This design comes from an exercise in tuning for small area on the open sky130 flow, not from production work.
Only simulation tests tie the RTL to the original design; equivalence was not proved.
No activity file was given, so power comes from the tool's default toggle rates.

==> design.v <==
module fsk_tx (
    input  wire        clk,
    input  wire        rst,
    input  wire        bus_en,
    input  wire        bus_we,
    input  wire [3:0]  bus_addr,
    input  wire [15:0] bus_wdata,
    output reg  [15:0] bus_rdata,
    output wire        s_valid,
    input  wire        s_ready,
    output wire [15:0] s_data,
    output wire        s_bit,
    output wire        s_bitstart,
    output wire        s_last,
    output wire        irq
);
    localparam integer PAYLOAD_MAX = 256;
    localparam integer IDX_W       = 8;      
    localparam [2:0] PH_IDLE = 3'd0,
                     PH_PRE  = 3'd1,
                     PH_DATA = 3'd2,
                     PH_CRCH = 3'd3,
                     PH_CRCL = 3'd4,
                     PH_POST = 3'd5;
    localparam [3:0] A_CTRL    = 4'h0,
                     A_STATUS  = 4'h1,
                     A_INTEN   = 4'h2,
                     A_PLEN    = 4'h3,
                     A_PADDR   = 4'h4,
                     A_PDATA   = 4'h5,
                     A_CRC     = 4'h6,
                     A_SEQ     = 4'h7,
                     A_BYTEIDX = 4'h8,
                     A_PMAX    = 4'h9;
    localparam [2:0] F_START_BUSY = 3'd1,
                     F_LOCKED     = 3'd2,
                     F_LEN        = 3'd3,
                     F_ADDR       = 3'd4;
    reg [15:0] crc;
    reg [2:0]  phase;
    reg [1:0]  rep;
    reg [15:0] byteidx;
    reg [3:0]  bitidx;
    reg [4:0]  sampidx;
    reg [7:0]  curbyte;
    reg        done;
    reg        err;
    reg [2:0]  errcode;
    reg        ie_done;
    reg        ie_err;
    reg [15:0] plen;
    reg [15:0] paddr;
    reg [7:0]  pbuf [0:PAYLOAD_MAX-1];
    function [15:0] crc_update;
        input [15:0] s;
        input [7:0]  b;
        reg   [15:0] t;
        integer      i;
        begin
            t = s ^ {b, 8'h00};
            for (i = 0; i < 8; i = i + 1) begin
                if (t[15])
                    t = {t[14:0], 1'b0} ^ 16'h1021;
                else
                    t = {t[14:0], 1'b0};
            end
            crc_update = t;
        end
    endfunction
    function [15:0] rom_word;
        input       tone;
        input [4:0] k;
        begin
            case ({tone, k[3:0]})
                5'h00: rom_word = 16'h0000;
                5'h01: rom_word = 16'h30FB;
                5'h02: rom_word = 16'h5A81;
                5'h03: rom_word = 16'h7640;
                5'h04: rom_word = 16'h7FFF;
                5'h05: rom_word = 16'h7640;
                5'h06: rom_word = 16'h5A81;
                5'h07: rom_word = 16'h30FB;
                5'h08: rom_word = 16'h0000;
                5'h09: rom_word = 16'hCF05;
                5'h0A: rom_word = 16'hA57E;
                5'h0B: rom_word = 16'h89BF;
                5'h0C: rom_word = 16'h8000;
                5'h0D: rom_word = 16'h89BF;
                5'h0E: rom_word = 16'hA57E;
                5'h0F: rom_word = 16'hCF05;
                5'h10: rom_word = 16'h0000;
                5'h11: rom_word = 16'h5A81;
                5'h12: rom_word = 16'h7FFF;
                5'h13: rom_word = 16'h5A81;
                5'h14: rom_word = 16'h0000;
                5'h15: rom_word = 16'hA57E;
                5'h16: rom_word = 16'h8000;
                5'h17: rom_word = 16'hA57E;
                5'h18: rom_word = 16'h0000;
                5'h19: rom_word = 16'h5A81;
                5'h1A: rom_word = 16'h7FFF;
                5'h1B: rom_word = 16'h5A81;
                5'h1C: rom_word = 16'h0000;
                5'h1D: rom_word = 16'hA57E;
                5'h1E: rom_word = 16'h8000;
                default: rom_word = 16'hA57E;
            endcase
        end
    endfunction
    wire busy = (phase != PH_IDLE);
    wire in_char = (phase == PH_DATA) || (phase == PH_CRCH) || (phase == PH_CRCL);
    reg linebit;
    always @(*) begin
        if (!busy)
            linebit = 1'b0;
        else if (!in_char)
            linebit = 1'b1;                        
        else if (bitidx == 4'd0)
            linebit = 1'b0;                        
        else if (bitidx <= 4'd8)
            linebit = curbyte[4'd8 - bitidx];      
        else
            linebit = 1'b1;                        
    end
    assign s_valid    = busy;
    assign s_bit      = linebit;
    assign s_data     = busy ? rom_word(linebit, sampidx) : 16'h0000;
    assign s_bitstart = busy && (sampidx == 5'd0);
    assign s_last     = (phase == PH_POST) && (rep == 2'd2) &&
                        (bitidx == 4'd11) && (sampidx == 5'd31);
    assign irq        = (done && ie_done) || (err && ie_err);
    wire xfer      = busy && s_ready;
    wire last_samp = (sampidx == 5'd31);
    wire last_bit  = in_char ? (bitidx == 4'd9) : (bitidx == 4'd11);
    wire [15:0] fetch_idx  = (phase == PH_PRE) ? 16'd0 : byteidx + 16'd1;
    wire [7:0]  fetch_byte = pbuf[fetch_idx[IDX_W-1:0]];
    wire busy_after = busy && !(xfer && s_last);
    wire wr = bus_en && bus_we;
    wire rd = bus_en && !bus_we;
    always @(*) begin
        bus_rdata = 16'h0000;
        if (rd) begin
            case (bus_addr)
                A_CTRL:    bus_rdata = 16'h0000;
                A_STATUS:  bus_rdata = {9'd0, errcode, 1'b0, err, done, busy};
                A_INTEN:   bus_rdata = {13'd0, ie_err, ie_done, 1'b0};
                A_PLEN:    bus_rdata = plen;
                A_PADDR:   bus_rdata = paddr;
                A_PDATA:   bus_rdata = (paddr < PAYLOAD_MAX) ? {8'd0, pbuf[paddr[IDX_W-1:0]]} : 16'h0000;
                A_CRC:     bus_rdata = crc;
                A_SEQ:     bus_rdata = {rep, phase, 2'b00, bitidx, sampidx};
                A_BYTEIDX: bus_rdata = byteidx;
                A_PMAX:    bus_rdata = PAYLOAD_MAX[15:0];
                default:   bus_rdata = 16'h0000;
            endcase
        end
    end
    wire pdata_ok = wr && (bus_addr == A_PDATA) && !busy_after && (paddr < PAYLOAD_MAX);
    always @(posedge clk) begin
        if (!rst && pdata_ok)
            pbuf[paddr[IDX_W-1:0]] <= bus_wdata[7:0];
    end
    always @(posedge clk) begin
        if (rst) begin
            crc     <= 16'h0000;
            phase   <= PH_IDLE;
            rep     <= 2'd0;
            byteidx <= 16'h0000;
            bitidx  <= 4'd0;
            sampidx <= 5'd0;
            curbyte <= 8'h00;
            done    <= 1'b0;
            err     <= 1'b0;
            errcode <= 3'd0;
            ie_done <= 1'b0;
            ie_err  <= 1'b0;
            plen    <= 16'h0000;
            paddr   <= 16'h0000;
        end else begin
            if (xfer) begin
                if (!last_samp) begin
                    sampidx <= sampidx + 5'd1;
                end else if (!last_bit) begin
                    sampidx <= 5'd0;
                    bitidx  <= bitidx + 4'd1;
                end else begin
                    sampidx <= 5'd0;
                    bitidx  <= 4'd0;
                    case (phase)
                        PH_PRE: begin
                            if (plen != 16'd0) begin
                                phase   <= PH_DATA;
                                curbyte <= fetch_byte;
                                crc     <= crc_update(crc, fetch_byte);
                            end else begin
                                phase   <= PH_CRCH;
                                curbyte <= crc[15:8];
                            end
                        end
                        PH_DATA: begin
                            byteidx <= fetch_idx;
                            if (fetch_idx < plen) begin
                                curbyte <= fetch_byte;
                                crc     <= crc_update(crc, fetch_byte);
                            end else begin
                                phase   <= PH_CRCH;
                                curbyte <= crc[15:8];
                            end
                        end
                        PH_CRCH: begin
                            phase   <= PH_CRCL;
                            curbyte <= crc[7:0];
                        end
                        PH_CRCL: begin
                            phase <= PH_POST;
                        end
                        PH_POST: begin
                            if (rep != 2'd2) begin
                                rep     <= rep + 2'd1;
                                phase   <= PH_PRE;
                                byteidx <= 16'h0000;
                                crc     <= 16'h0000;
                            end else begin
                                rep   <= 2'd0;
                                phase <= PH_IDLE;
                                done  <= 1'b1;
                            end
                        end
                        default: phase <= PH_IDLE;
                    endcase
                end
            end
            if (wr) begin
                case (bus_addr)
                    A_CTRL: begin
                        if (bus_wdata[0]) begin
                            if (busy_after) begin
                                if (!err) begin err <= 1'b1; errcode <= F_START_BUSY; end
                            end else if (plen > PAYLOAD_MAX) begin
                                if (!err) begin err <= 1'b1; errcode <= F_LEN; end
                            end else begin
                                phase   <= PH_PRE;
                                rep     <= 2'd0;
                                byteidx <= 16'h0000;
                                bitidx  <= 4'd0;
                                sampidx <= 5'd0;
                                crc     <= 16'h0000;
                                done    <= 1'b0;
                            end
                        end
                    end
                    A_STATUS: begin
                        if (bus_wdata[1]) done <= 1'b0;
                        if (bus_wdata[2]) begin err <= 1'b0; errcode <= 3'd0; end
                    end
                    A_INTEN: begin
                        ie_done <= bus_wdata[1];
                        ie_err  <= bus_wdata[2];
                    end
                    A_PLEN: begin
                        if (busy_after) begin
                            if (!err) begin err <= 1'b1; errcode <= F_LOCKED; end
                        end else
                            plen <= bus_wdata;
                    end
                    A_PADDR: begin
                        if (busy_after) begin
                            if (!err) begin err <= 1'b1; errcode <= F_LOCKED; end
                        end else
                            paddr <= bus_wdata;
                    end
                    A_PDATA: begin
                        if (busy_after) begin
                            if (!err) begin err <= 1'b1; errcode <= F_LOCKED; end
                        end else if (paddr >= PAYLOAD_MAX) begin
                            if (!err) begin err <= 1'b1; errcode <= F_ADDR; end
                        end else
                            paddr <= paddr + 16'd1;
                    end
                    default: ;   
                endcase
            end
        end
    end
endmodule
==> run.sh <==
#!/bin/bash
# synth_recipe.tcl (not shown) runs the flow's synth.tcl, then flattens the netlist and writes it again
# the make line also repeats each setting of config.mk as NAME=value (left out here)
make -C /OpenROAD-flow-scripts/flow DESIGN_CONFIG=/design/flow/config.mk WORK_HOME=/design/flow/orfs CLKGATE_MAP_FILE= SYNTH_SCRIPT=/design/flow/synth_recipe.tcl finish
==> config.mk <==
export PLATFORM = sky130hd
export DESIGN_NAME = fsk_tx
export DESIGN_NICKNAME = fsk_tx
export VERILOG_FILES = /design/flow/design.v
export SDC_FILE = /design/flow/constraint.sdc
export NUM_CORES = 4
export LEC_CHECK = 0
export CAP_MARGIN = 20
export CORE_MARGIN = 2
export CORE_UTILIZATION = 40
export SLEW_MARGIN = 20
==> constraint.sdc <==
create_clock -name core_clock -period 10.0 [get_ports {clk}]
set_input_delay 2.0000 -clock core_clock [delete_from_list [all_inputs] [get_ports {clk}]]
set_output_delay 2.0000 -clock core_clock [all_outputs]
set_load 0.01 [all_outputs]
==> impl_metrics.py <==
metrics = {
    "status": {
        "outcome": "complete, no violations",
    },
    "cts": {
        "cts-resized-gates": 0,
        "cts_num_sinks": 2149,
        "cts_max_path_buffers": 3,
        "cts.reportedPaths.clkPinSlew_ps": 60,
        "cts_tree": "done",
        "numCtsBuffers": 223,
        "cts-hold-fix-buffers": 0,
        "worst_skew_pair.late_latency_ps": 920,
        "clock_tree.root_cell": "sky130_fd_sc_hd__clkbuf_16",
        "cts.htree.levels": 4,
        "cts_post_setup_buffers_inserted": 0,
    },
    "layout": {
        "num-fill-cells": 22868,
        "finish.utilization_pct": 44.8,
        "fin_nets": 6867,
        "finalNonFillerCells": 10524,
        "area_delta_synth_final_pct": 11.4,
        "ratio_of_cells_with_drive_above_1_in_the_final_layout_pct": 21.6,
    },
    "grt": {
        "global_route.overflow_total": 0,
        "first_global_vias": 70076,
        "grt_antenna_before_repair": 23,
        "grt_max_degree": 156,
        "wire_length_of_the_first_global_routing_pass_um": 577000,
        "globalRouteTotalUtil_pct": 30.5,
    },
    "power_and_ir_drop": {
        "pwr_density_cell_mw_per_mm2": 162,
        "share_comb_of_total_power_pct": 2.7,
        "ir_drop_uv": 158,
        "net-switching-power_mw": 4.11,
        "leakage_nw": 34.6,
        "p_int_mw": 14.9,
        "share_of_total_power_in_the_clock_network_pct": 45.4,
        "p_sw_share_pct": 21.6,
        "share_seq_of_total_power_pct": 51.8,
    },
    "setup_path": {
        "setup.worst_path.end_class": "output port",
        "critical_path_startpoint_category": "flop",
        "crit_fanout": 60,
        "required_ps": 8000,
        "critPathArrivalTime_ps": 6020,
        "timing.setup.critical_path_class": "reg -> out",
    },
    "synthesis": {
        "netlist_instances": 6936,
        "synth.net_count": 6992,
        "synthMostInstantiatedCell": "sky130_fd_sc_hd__edfxtp_1",
        "synth_async_sr_flop_share_pct": 0,
        "yosys.cell_types.count": 102,
        "ys.flop_type": "sky130_fd_sc_hd__edfxtp_1",
        "post_synth_instance_area_mm2": 0.106,
        "synth-seq-area-share_pct": 60.2,
        "syn_area_per_cell_um2": 15.2,
        "yosysTopAreaCell": "sky130_fd_sc_hd__edfxtp_1",
        "synth_commonest_cells": "2,048 x sky130_fd_sc_hd__edfxtp_1, 768 x sky130_fd_sc_hd__mux4_2, 420 x sky130_fd_sc_hd__nand2_1, 414 x sky130_fd_sc_hd__nor2_1, 319 x sky130_fd_sc_hd__a21oi_1",
        "synth.top_cell.area_share_pct": 58.2,
        "synth.yosys.warnings": 1,
        "synth_edf_count": 2048,
        "yosys-top-cells-area": "sky130_fd_sc_hd__edfxtp_1 58%, sky130_fd_sc_hd__mux4_2 16%, sky130_fd_sc_hd__mux2i_1 2.8%, sky130_fd_sc_hd__dfxtp_1 1.9%, sky130_fd_sc_hd__a21oi_1 1.5%",
        "yosys_register_bits": 2149,
    },
    "detailed_routing": {
        "drc": 0,
        "pre_antenna_drt_iters": 9,
        "vias": 74454,
        "detail-route-antenna-nets": 0,
        "drt-total-wl_um": 421000,
        "routedWlPerCell_um": 40.0,
        "via_per_inst": 7.07,
        "detailedRoute.firstIterationViolations": 14264,
    },
    "timing": {
        "fin_setup_tns_ps": 0,
        "timing.max_slew.rel_slack_pct": 16.1,
        "tightestPinTransition_ps": 1250,
        "finClkSkew_ps": 73.3,
        "report.final.hold_viol_count": 0,
        "fin_crit_share_pct": 80.2,
        "whs_ps": 457,
        "fmax_mhz": 125,
        "timing.final.max_slew_violations": 0,
        "finalSetupViolCount": 0,
        "period_needed_ps": 8020,
        "grt_setup_unrepaired": "no",
    },
    "die": {
        "design.die.area_mm2": 0.268,
        "die_span_x_um": 518,
        "initial_core_utilization_pct": 40.2,
        "boundaryPins": 62,
        "rows": 188,
        "core_area_mm2": 0.263,
        "chipHeight_um": 518,
    },
    "placement": {
        "placed_cells": 10101,
        "gp_routability_congestion": 0.988,
        "dpl.hpwl_um": 273000,
        "buffers_on_ports": 61,
    },
    "hold_path": {
        "worst_min_delay_path_category": "reg -> reg",
    },
    "run": {
        "cap_violations": 0,
    },
}
[power groups by stage]
stage                     combinational, mW  sequential, mW  clock, mW
after floorplan                       0.198            10.0          0
after global routing                  0.527            9.85       9.01
after CTS                             0.504            9.86       8.66
after global placement                0.502            10.0          0
final                                 0.520            9.86       8.64
after detailed placement              0.505            10.0          0
[flip-flops by register name, indices dropped and copies added (netlist names), named ones only]
name     count
paddr       16
bitidx       4
phase        3
ie_err       1
err          1
errcode      3
curbyte      8
done         1
byteidx     16
rep          2
pbuf      2048
crc         16
sampidx      5
plen        16
ie_done      1
[per-stage QoR]
stage	setup slack (ps)	instance area [µm²]	total power [mW]
detailed placement	2480	110000	10.6
global route	1920	118000	19.4
finish	1980	118000	19.0
floorplan	4360	106000	10.2
CTS	2070	118000	19.0
global placement	2370	110000	10.6
[path summary, 6_finish.rpt]
check,startpoint,to,slack (ps),cells past startpoint
worst max-delay path,flop,bus_rdata[3],1980,9
worst min-delay path,curbyte[4]$_SDFFE_PP0P_,curbyte[4]$_SDFFE_PP0P_,460,2
worst min register to register,curbyte[4]$_SDFFE_PP0P_,curbyte[4]$_SDFFE_PP0P_,460,2
worst max register to register,byteidx[1]$_SDFF_PP0_,crc[2]$_SDFF_PP0_,2910,12
[cell families after synthesis]
group                    count (synthesis)  synth area share [%]
AO/OA/AOI/OAI                         1583                  10.3
XOR/XNOR                                45                 0.528
buffers and inverters                  675                  2.89
multiplexers                          1165                  20.3
flip-flops                            2149                  60.2
AND/OR/NAND/NOR                       1287                  5.53
adder cells (fa/ha/maj)                 32                 0.377
[cells in the final DEF (no fill, tap or decap), types with 32 or more instances in the layout]
cell                              count
sky130_fd_sc_hd__a22oi_1             78
sky130_fd_sc_hd__clkbuf_16          225
sky130_fd_sc_hd__nor2b_1             56
sky130_fd_sc_hd__a21oi_1            315
sky130_fd_sc_hd__nand4_1             36
sky130_fd_sc_hd__and2_1              45
sky130_fd_sc_hd__a211o_1             39
sky130_fd_sc_hd__buf_4              180
sky130_fd_sc_hd__nor2_1             405
sky130_fd_sc_hd__dfxtp_1             94
sky130_fd_sc_hd__a31oi_1             79
sky130_fd_sc_hd__mux2_2             103
sky130_fd_sc_hd__clkinv_1            46
sky130_fd_sc_hd__a221oi_1           118
sky130_fd_sc_hd__a211oi_1           165
sky130_fd_sc_hd__buf_12              33
sky130_fd_sc_hd__edfxtp_1          2048
sky130_fd_sc_hd__o211ai_1            32
sky130_fd_sc_hd__inv_1               38
sky130_fd_sc_hd__o21ai_0            300
sky130_fd_sc_hd__clkbuf_1            47
sky130_fd_sc_hd__a22o_1              34
sky130_fd_sc_hd__clkinv_2            36
sky130_fd_sc_hd__nand2_1            418
sky130_fd_sc_hd__o221ai_1            34
sky130_fd_sc_hd__nor3_1              60
sky130_fd_sc_hd__mux4_2             768
sky130_fd_sc_hd__o22ai_1             76
sky130_fd_sc_hd__clkdlybuf4s50_1     52
sky130_fd_sc_hd__mux2i_1            293
sky130_fd_sc_hd__nand3_1            117
[layer usage]
| metal | wire, µm | GRT usage [%] |
|---|---|---|
| met4 | 29100 | 17.2 |
| met5 | 145 | 0 |
| met2 | 183000 | 44.8 |
| met1 | 149000 | 40.1 |
| met3 | 60200 | 9.45 |
[worst max-delay path, stage by stage (launching register included)]
cell	delay, ps
sky130_fd_sc_hd__dfxtp_4	890
sky130_fd_sc_hd__buf_12	490
sky130_fd_sc_hd__mux4_2	600
sky130_fd_sc_hd__mux4_2	550
sky130_fd_sc_hd__mux2i_1	960
sky130_fd_sc_hd__mux4_2	440
sky130_fd_sc_hd__mux2i_1	180
sky130_fd_sc_hd__nand2_1	140
sky130_fd_sc_hd__a31oi_1	140
sky130_fd_sc_hd__clkdlybuf4s50_1	540
[cell type report]
cell class | instances | area [µm²] | share of cell area, %
Antenna cell | 7 | 17.5 | 0.0149
Clock inverter | 143 | 1650 | 1.40
Sequential cell | 2149 | 63500 | 54.0
Clock buffer | 273 | 5820 | 4.95
Multi-Input combinational cell | 4112 | 39300 | 33.4
Tap cell | 3515 | 4400 | 3.74
Inverter | 47 | 200 | 0.170
Timing Repair Buffer | 278 | 2690 | 2.29

-- separate check: timing with driven ports --
No port has a modelled driver above. Below, the same layout with a new extraction and two added sets of constraints. Step 1 sets driving cells, clkbuf_16 on the clock port and buf_2 on the other inputs (assumed; they add their load-dependent delay and slew). Step 2 times the ports against the registers' clock, not the clock port: input delays grow and output delays shrink by t, the midpoint of the rising clock arrivals with the driver on. Slacks: no drivers / after step 1 / after step 2; pairs: no drivers / after step 1.
shift t [ns]: 0.986
setup WS [ns]: 1.982 / 1.881 / 2.147
worst setup path at the end: input to register
latest minus earliest clock arrival (ns): 0.074 / 0.073
After both steps this run still meets setup and hold. The setup slack of this run moves by -0.101 ns with the drivers and by +0.165 ns with both steps.
